This design comes from an exercise in tuning for small area, a short achievable clock period and few clock cycles on the open sky130 flow, not from production work.
In this exercise RTL edits were held to simulation tests only and were not proved equivalent to the original.
Power is estimated from default activity; no workload was simulated.

**config.mk**
```make
export PLATFORM = sky130hd
export DESIGN_NAME = erpc_codec
export DESIGN_NICKNAME = erpc_codec
export VERILOG_FILES = /design/flow/design.v
export SDC_FILE = /design/flow/constraint.sdc
export NUM_CORES = 4
export LEC_CHECK = 0
export CAP_MARGIN = 20
export CORE_MARGIN = 2
export CORE_UTILIZATION = 40
export SLEW_MARGIN = 20
```
**design.v**
```verilog
module erpc_codec (
    input  wire        clk,
    input  wire        rst,
    input  wire        cmd_valid,
    output wire        cmd_ready,
    input  wire [7:0]  cmd_op,
    input  wire [8:0]  cmd_service,
    input  wire [7:0]  cmd_request,
    input  wire [2:0]  cmd_msg_type,
    input  wire [31:0] cmd_sequence,
    input  wire [15:0] cmd_f_len,
    input  wire [15:0] cmd_f_crc,
    input  wire [7:0]  cmd_byte,
    input  wire [15:0] cmd_len,
    input  wire        in_valid,
    output wire        in_ready,
    input  wire [31:0] in_data,
    output reg         done,
    output reg  [3:0]  status,
    output reg  [15:0] crc_out,
    output reg  [63:0] out_bytes,
    output reg  [3:0]  consumed,
    output reg  [8:0]  o_service,
    output reg  [7:0]  o_request,
    output reg  [2:0]  o_msg_type,
    output reg  [31:0] o_sequence,
    output reg  [15:0] o_len,
    output reg  [15:0] o_crc
);
    localparam [7:0] OP_CRC_INIT   = 8'h10;
    localparam [7:0] OP_CRC_UPD    = 8'h11;
    localparam [7:0] OP_CRC_READ   = 8'h12;
    localparam [7:0] OP_CRC16      = 8'h13;
    localparam [7:0] OP_HDR_ENC    = 8'h20;
    localparam [7:0] OP_HDR_DEC    = 8'h21;
    localparam [7:0] OP_HDR_BUILD  = 8'h22;
    localparam [7:0] OP_HDR_MATCH  = 8'h23;
    localparam [7:0] OP_FRM_FROMPL = 8'h30;
    localparam [7:0] OP_FRM_ENC    = 8'h31;
    localparam [7:0] OP_FRM_DEC    = 8'h32;
    localparam [7:0] OP_FRM_CHECK  = 8'h33;
    localparam [3:0] ST_OK           = 4'd0;
    localparam [3:0] ST_PARSING      = 4'd1;
    localparam [3:0] ST_CRC_MISMATCH = 4'd2;
    localparam [3:0] ST_NOT_OURS     = 4'd4;
    localparam [3:0] ST_NEED_MORE    = 4'd8;
    localparam [3:0] ST_REFUSED      = 4'd15;
    localparam [15:0] CRC_INIT = 16'hEF4A;
    localparam [15:0] CRC_POLY = 16'h1021;
    localparam [2:0] MT_REPLY   = 3'd2;
    localparam [2:0] MT_UNKNOWN = 3'd4;
    localparam [8:0] SVC_UNKNOWN = 9'h100;
    function [15:0] crc_byte;
        input [15:0] c;
        input [7:0]  b;
        integer i;
        reg [15:0] r;
        begin
            r = c ^ {b, 8'h00};
            for (i = 0; i < 8; i = i + 1)
                r = r[15] ? ((r << 1) ^ CRC_POLY) : (r << 1);
            crc_byte = r;
        end
    endfunction
    function svc_known;
        input [7:0] b;
        begin
            svc_known = (b >= 8'h01) && (b <= 8'h0F);
        end
    endfunction
    function [8:0] svc_of_byte;
        input [7:0] b;
        begin
            svc_of_byte = svc_known(b) ? {1'b0, b} : SVC_UNKNOWN;
        end
    endfunction
    function [2:0] mt_of_byte;
        input [7:0] b;
        begin
            mt_of_byte = (b < 8'h04) ? b[2:0] : MT_UNKNOWN;
        end
    endfunction
    localparam [1:0] S_IDLE = 2'd0;
    localparam [1:0] S_DATA = 2'd1;
    localparam [1:0] S_DONE = 2'd2;
    reg [1:0]  state;
    reg [15:0] crc;           
    reg [7:0]  op_q;          
    reg [8:0]  svc_q;         
    reg [7:0]  req_q;
    reg [15:0] fcrc_q;        
    reg [15:0] len_q;         
    reg [15:0] left_q;        
    reg [23:0] word0_q;       
    assign cmd_ready = (state == S_IDLE);
    assign in_ready  = (state == S_DATA);
    wire cmd_fire = cmd_valid && cmd_ready;
    wire in_fire  = in_valid && in_ready;
    wire svc_ok   = !cmd_service[8] && svc_known(cmd_service[7:0]);
    wire mt_ok    = (cmd_msg_type < 3'd4);
    reg [15:0] cmd_nbytes;
    always @(*) begin
        case (cmd_op)
            OP_CRC16, OP_FRM_FROMPL, OP_FRM_CHECK:
                cmd_nbytes = cmd_len;
            OP_HDR_DEC:
                cmd_nbytes = (cmd_len >= 16'd8) ? 16'd8 : 16'd0;
            OP_HDR_MATCH:
                cmd_nbytes = (svc_ok && cmd_len >= 16'd8) ? 16'd8 : 16'd0;
            OP_FRM_DEC:
                cmd_nbytes = (cmd_len >= 16'd4) ? 16'd4 : 16'd0;
            default:
                cmd_nbytes = 16'd0;
        endcase
    end
    wire [15:0] crc_b1 = crc_byte(crc,    in_data[7:0]);
    wire [15:0] crc_b2 = crc_byte(crc_b1, in_data[15:8]);
    wire [15:0] crc_b3 = crc_byte(crc_b2, in_data[23:16]);
    wire [15:0] crc_b4 = crc_byte(crc_b3, in_data[31:24]);
    reg  [15:0] crc_beat;
    always @(*) begin
        case (left_q)
            16'd1:   crc_beat = crc_b1;
            16'd2:   crc_beat = crc_b2;
            16'd3:   crc_beat = crc_b3;
            default: crc_beat = crc_b4;
        endcase
    end
    wire last_beat = (left_q <= 16'd4);
    reg [31:0] in_data_q;
    always @(posedge clk) begin
        if (in_fire)
            in_data_q <= in_data;
    end
    always @(posedge clk) begin
        if (rst) begin
            state  <= S_IDLE;
            crc    <= CRC_INIT;
            status <= ST_OK;
            done   <= 1'b0;
        end else begin
            done <= 1'b0;
            case (state)
                S_IDLE: begin
                    if (cmd_fire) begin
                        op_q   <= cmd_op;
                        svc_q  <= cmd_service;
                        req_q  <= cmd_request;
                        fcrc_q <= cmd_f_crc;
                        len_q  <= cmd_len;
                        left_q <= cmd_nbytes;
                        case (cmd_op)
                            OP_CRC_INIT: begin
                                crc    <= CRC_INIT;
                                status <= ST_OK;
                            end
                            OP_CRC_UPD: begin
                                crc    <= crc_byte(crc, cmd_byte);
                                status <= ST_OK;
                            end
                            OP_CRC_READ: begin
                                crc_out <= crc;
                                status  <= ST_OK;
                            end
                            OP_CRC16, OP_FRM_FROMPL, OP_FRM_CHECK: begin
                                crc <= CRC_INIT;
                            end
                            OP_HDR_ENC: begin
                                if (svc_ok && mt_ok) begin
                                    out_bytes <= {cmd_sequence, 8'h01, cmd_service[7:0],
                                                  cmd_request, 5'd0, cmd_msg_type};
                                    status    <= ST_OK;
                                end else begin
                                    status    <= ST_REFUSED;
                                end
                            end
                            OP_HDR_BUILD: begin
                                if (svc_ok) begin
                                    out_bytes <= {cmd_sequence, 8'h01, cmd_service[7:0],
                                                  cmd_request, 8'h00};
                                    status    <= ST_OK;
                                end else begin
                                    status    <= ST_REFUSED;
                                end
                            end
                            OP_HDR_DEC: begin
                                if (cmd_len < 16'd8) begin
                                    consumed <= 4'd0;
                                    status   <= ST_NEED_MORE;
                                end
                            end
                            OP_HDR_MATCH: begin
                                if (!svc_ok) begin
                                    status   <= ST_REFUSED;
                                end else if (cmd_len < 16'd8) begin
                                    consumed <= 4'd0;
                                    status   <= ST_PARSING;
                                end
                            end
                            OP_FRM_ENC: begin
                                out_bytes[31:0] <= {cmd_f_crc, cmd_f_len};
                                status          <= ST_OK;
                            end
                            OP_FRM_DEC: begin
                                if (cmd_len < 16'd4) begin
                                    consumed <= 4'd0;
                                    status   <= ST_NEED_MORE;
                                end
                            end
                            default: begin
                                status <= ST_REFUSED;
                            end
                        endcase
                        state <= (cmd_nbytes != 16'd0) ? S_DATA : S_DONE;
                    end
                end
                S_DATA: begin
                    if (in_fire) begin
                        left_q <= last_beat ? 16'd0 : (left_q - 16'd4);
                        case (op_q)
                            OP_CRC16, OP_FRM_FROMPL, OP_FRM_CHECK:
                                crc <= crc_beat;
                            OP_HDR_DEC, OP_HDR_MATCH:
                                if (!last_beat)
                                    word0_q <= in_data[23:0];
                            OP_FRM_DEC: ;
                            default: ;
                        endcase
                        if (last_beat)
                            state <= S_DONE;
                    end
                end
                S_DONE: begin
                    case (op_q)
                        OP_CRC16: begin
                            crc_out <= crc;
                            status  <= ST_OK;
                        end
                        OP_FRM_FROMPL: begin
                            o_len  <= len_q;
                            o_crc  <= crc;
                            status <= ST_OK;
                        end
                        OP_FRM_CHECK: begin
                            status <= (crc == fcrc_q) ? ST_OK : ST_CRC_MISMATCH;
                        end
                        OP_HDR_DEC: begin
                            if (len_q >= 16'd8) begin
                                o_msg_type <= mt_of_byte(word0_q[7:0]);
                                o_request  <= word0_q[15:8];
                                o_service  <= svc_of_byte(word0_q[23:16]);
                                o_sequence <= in_data_q;
                                consumed   <= 4'd8;
                                status     <= ST_OK;
                            end
                        end
                        OP_HDR_MATCH: begin
                            if (svc_q[8] == 1'b0 && svc_known(svc_q[7:0]) && len_q >= 16'd8) begin
                                if (word0_q[7:0] == 8'h02 &&
                                    word0_q[23:16] == svc_q[7:0] &&
                                    word0_q[15:8] == req_q) begin
                                    o_msg_type <= MT_REPLY;
                                    o_request  <= word0_q[15:8];
                                    o_service  <= {1'b0, word0_q[23:16]};
                                    o_sequence <= in_data_q;
                                    consumed   <= 4'd8;
                                    status     <= ST_OK;
                                end else begin
                                    consumed   <= 4'd0;
                                    status     <= ST_NOT_OURS;
                                end
                            end
                        end
                        OP_FRM_DEC: begin
                            if (len_q >= 16'd4) begin
                                o_len    <= in_data_q[15:0];
                                o_crc    <= in_data_q[31:16];
                                consumed <= 4'd4;
                                status   <= ST_OK;
                            end
                        end
                        default: ;
                    endcase
                    done  <= 1'b1;
                    state <= S_IDLE;
                end
                default: state <= S_IDLE;
            endcase
        end
    end
endmodule
```
**run.sh**
```bash
#!/bin/bash
# synth_recipe.tcl (not shown) runs the flow's synth.tcl, then flattens the netlist and writes it again
# the make line also repeats each setting of config.mk as NAME=value (left out here)
make -C /OpenROAD-flow-scripts/flow DESIGN_CONFIG=/design/flow/config.mk WORK_HOME=/design/flow/orfs CLKGATE_MAP_FILE= SYNTH_SCRIPT=/design/flow/synth_recipe.tcl finish
```
**constraint.sdc**
```tcl
create_clock -name core_clock -period 5.0 [get_ports {clk}]
set_input_delay 1.0000 -clock core_clock [delete_from_list [all_inputs] [get_ports {clk}]]
set_output_delay 1.0000 -clock core_clock [all_outputs]
set_load 0.01 [all_outputs]
```
==> run notes <==
[layer usage]
layer / share of wire / vias up / global-route usage
li1: - / 4277 / -
met1: 0.45 / 4471 / 0.317
met2: 0.45 / 403 / 0.340
met3: 0.084 / 59 / 0.0511
met4: 0.022 / 2 / 0.0575
met5: 0.00022 / - / 0
[synthesized netlist by cell type (all sizes together) (23+ instances only)]
cell,instances,area [µm²]
xor2,63,604
a21oi,40,200
dfxtp,23,460
and2,24,150
xnor3,23,527
xnor2,92,933
clkbuf,33,125
o21ai,51,255
nor2,42,160
edfxtp,295,8860
mux2,49,552
nand2,54,203
[critical path, delay by kind of cell]
family                 cells  cell delay [ns]
XOR/XNOR                   6             2.55
buffers and inverters      1             0.61
AO/OA/AOI/OAI              1             0.30
AND/OR/NAND/NOR            1             0.08
[path summary, 6_finish.rpt]
check,cells past startpoint,endpoint,slack [ns],from
setup / recovery,9,crc[2],0.85,in_data[6]
hold / removal,0,o_sequence[24],0.44,in_data_q[24]
setup reg to reg,9,crc[8],1.25,crc[15]
hold reg to reg,0,o_sequence[24],0.44,in_data_q[24]
[registers in the layout (all words and copies together), names as in the netlist, 9 cells and up]
signal,count
o_len,16
word0_q,24
out_bytes,64
crc,16
in_data_q,32
len_q,16
o_sequence,32
fcrc_q,16
crc_out,16
svc_q,9
left_q,16
o_service,9
o_crc,16
[power breakdown]
group / total [mW] / switching (mW) / internal (mW) / leakage [nW]
Clock: 2.51 / 1.05 / 1.47 / 0.535
Sequential: 2.97 / 0.0321 / 2.94 / 2.91
Combinational: 1.70 / 0.828 / 0.876 / 3.18
[through the flow]
step / cells / hold WS (ns)
final: 1794 / 0.437
after global routing: 1794 / 0.454
after CTS: 1794 / 0.445
after detailed placement: 1731 / 0.430
after global placement: 1731 / 0.426
after floorplan: 956 / 0.403
[cell usage in the layout, fill, tap and decap left out, types with 19 or more instances in the layout]
master | netlist | routed
sky130_fd_sc_hd__mux2_2 | 48 | 48
sky130_fd_sc_hd__nor4_1 | 19 | 19
sky130_fd_sc_hd__buf_4 | 3 | 28
sky130_fd_sc_hd__nor2_1 | 41 | 39
sky130_fd_sc_hd__clkdlybuf4s50_1 | 0 | 324
sky130_fd_sc_hd__o21ai_0 | 45 | 45
sky130_fd_sc_hd__and2_1 | 24 | 23
sky130_fd_sc_hd__nand2_1 | 54 | 54
sky130_fd_sc_hd__xnor2_1 | 81 | 81
sky130_fd_sc_hd__dfxtp_1 | 23 | 23
sky130_fd_sc_hd__xor2_1 | 59 | 59
sky130_fd_sc_hd__a21oi_1 | 40 | 40
sky130_fd_sc_hd__clkbuf_16 | 0 | 35
sky130_fd_sc_hd__edfxtp_1 | 295 | 295
[cell type report]
cell class | count | area, µm² | area share
Clock inverter | 19 | 179 | 0.00929
Inverter | 5 | 18.8 | 0.000974
Multi-Input combinational cell | 595 | 4800 | 0.249
Sequential cell | 318 | 9320 | 0.484
Timing Repair Buffer | 352 | 3450 | 0.179
Clock buffer | 44 | 920 | 0.0477
Tap cell | 461 | 577 | 0.0299
[kinds of logic after synthesis]
family / Yosys count / share of synthesized area
compound gates: 141 / 0.0606
xor+xnor: 180 / 0.148
fa+ha+maj: 3 / 0.00264
buf+inv: 43 / 0.0128
flops: 318 / 0.655
mux: 51 / 0.0402
other cells: 1 / 0.000263
simple gates: 218 / 0.0804
==> reports/results.txt <==
The flow ran to the end and the layout has no timing, DRC or antenna violations. The tools report the required time of the worst setup path as 5.39 ns. The setup path with the least slack is of type input port to register. The remaining antenna violation count was 0; the number of synthesis warnings was 1. The first detailed-routing pass took 5 iterations.

Setup repair after global routing left no endpoint under its margin. The tools report the number of standard cells after synthesis as 955. The final standard cell utilization of the core is 0.546. Traced cell by cell, the critical path runs through clkdlybuf4s50_1 > xor2_2 > xnor3_2 > xor2_4 > xnor3_2 > xnor3_2 > xnor3_1 > a221oi_1 > nor3_1.

The area growth from synthesis to layout is 35.4%. After clock tree synthesis, the flow added hold-fix buffers numbering 0. The peak supply drop is 0.308 mV.

Buffers placed on the I/O ports in this run total 324. For the worst setup path, the data arrival time is 4.54 ns. The H-tree generated during clock tree synthesis spans 2 levels. The run gives 0.0182 mm² as the post-detailed-placement cell area.

The initial antenna violation count was 1; the CTS buffer count was 35. The tools report the number of distinct standard cells referenced by the synthesized netlist as 73. Before CTS, the worst setup slack after placement is 0.330 ns.

For the worst-skew pair, the clock arrives at the later sink with an insertion delay of 0.52 ns. The share of async-settable or async-resettable flops after synthesis works out to 0. The sequential area share after synthesis is 0.655. Setup violations remaining at the end of the flow were counted as 0.

The logs give 0.0371 mm² for the overall die area and 53 for the largest net degree at the start of global routing. The die is 193 µm wide. The run gives 0.221 as the overall fraction of global-route tracks in use. Routability-driven placement congestion ratio: 0.907.

Global routing finished with a remaining overflow of 0. The tools report the max-slew violation count as 0. The slowest cell on the critical path was sky130_fd_sc_hd__clkdlybuf4s50_1. In this design, the stage delay of the slowest critical-path cell is 0.61 ns. In the final routed layout, each cell accounts on average for 23.0 µm.

For the final routed database, the setup TNS stands at 0 ns. The number of flip-flops and latches in the synthesized netlist is 318, and the slew at the pin with the worst max-slew slack is 1.01 ns. After clock tree synthesis, the clock-pin slew on the worst setup and hold paths is 0.06 ns.

The starting utilization of the core area was 0.403; the fraction of layout instances using a drive strength above 1 was 0.122. The initialized floorplan defines 69 standard-cell rows. Counting flops with a built-in enable in the synthesized netlist gives 295.

STA classifies the critical path startpoint as an input port. The clock net in this run drives a total of 318 sinks. The most prevalent standard cell on the critical path was sky130_fd_sc_hd__xnor3_2.

For this run, the top clock speed supported by timing is 0.241 GHz. The final worst setup slack is 0.853 ns, and the time the worst path needs with I/O delays and setup is 4.15 ns. TritonCTS built the clock tree. The completed layout was analyzed and its total power is 7.19 mW. After detailed routing, the number of remaining DRC violations is 0. A synthesized cell averages 14.9 µm². Leakage dissipation: 6.63 nW. The tool flagged a number of max-cap violations equal to 0. The library cell used as clock root buffer was sky130_fd_sc_hd__clkbuf_16. DRC marker count from the first detailed-route iteration: 702.

After synthesis the cells add up to 0.0142 mm². Across all layers, the routed design uses 9212 vias. The power per cell area came out at 373 mW/mm². Along the worst path, the maximum fanout reaches 7.

Final critical-path share of the clock period: 0.829. The total routed wirelength was 41300 µm; the net count reported at finish was 1462. The run gives 0 as the number of hold violations in the final report.

Critical path endpoint category: a register. The filler cells instantiated in the layout total 2947. The first global-routing pass estimated 59700 µm of wire. The number of gates given a new drive strength after cts is 0. For this run, the leading register cell type out of synthesis is sky130_fd_sc_hd__edfxtp_1.

The post-layout instance area is 0.0193 mm², and the count of inserted antenna diode cells is 0. In this run the count of I/O pins placed on the die edge is 327. Y dimension of the die: 193 µm. The number of global-route vias before repair is 9115, and the largest clock skew in the final design is 0.0135 ns. The via density per instance works out to 5.13. The number of setup buffers added after CTS is 0. The HPWL after detailed placement is 31500 µm.

The core region is 0.0353 mm². The headroom to the max-slew limit was 0.325. The path type of the worst min-delay path was register to register. The tools report the buffer depth of the longest clock path as 3.
Testbench counts, summed over its fixed seeds: cycles 145,025.

## static timing again, ports no longer ideal
In the flow no input, the clock included, has a driving cell. The finished layout below was timed again as built, in two steps.
Step 1, drivers: a clkbuf_16 drives clk and a buf_2 each remaining input, both assumed.
Step 2 also shifts input and output timing later by t, the mid clock arrival at the registers, as if the neighbouring blocks saw the same clock.
Three values: no drivers, after step 1, after step 2; two values: the first two.
t, ns: 0.571
slack for setup (ns): 0.853 / 0.862 / 0.291
slew at the worst register clock pin (ns): 0.06 / 0.06
After both steps this run still meets setup and hold. For this run, drivers alone change the setup slack by +0.009 ns; drivers and shift together by -0.562 ns.
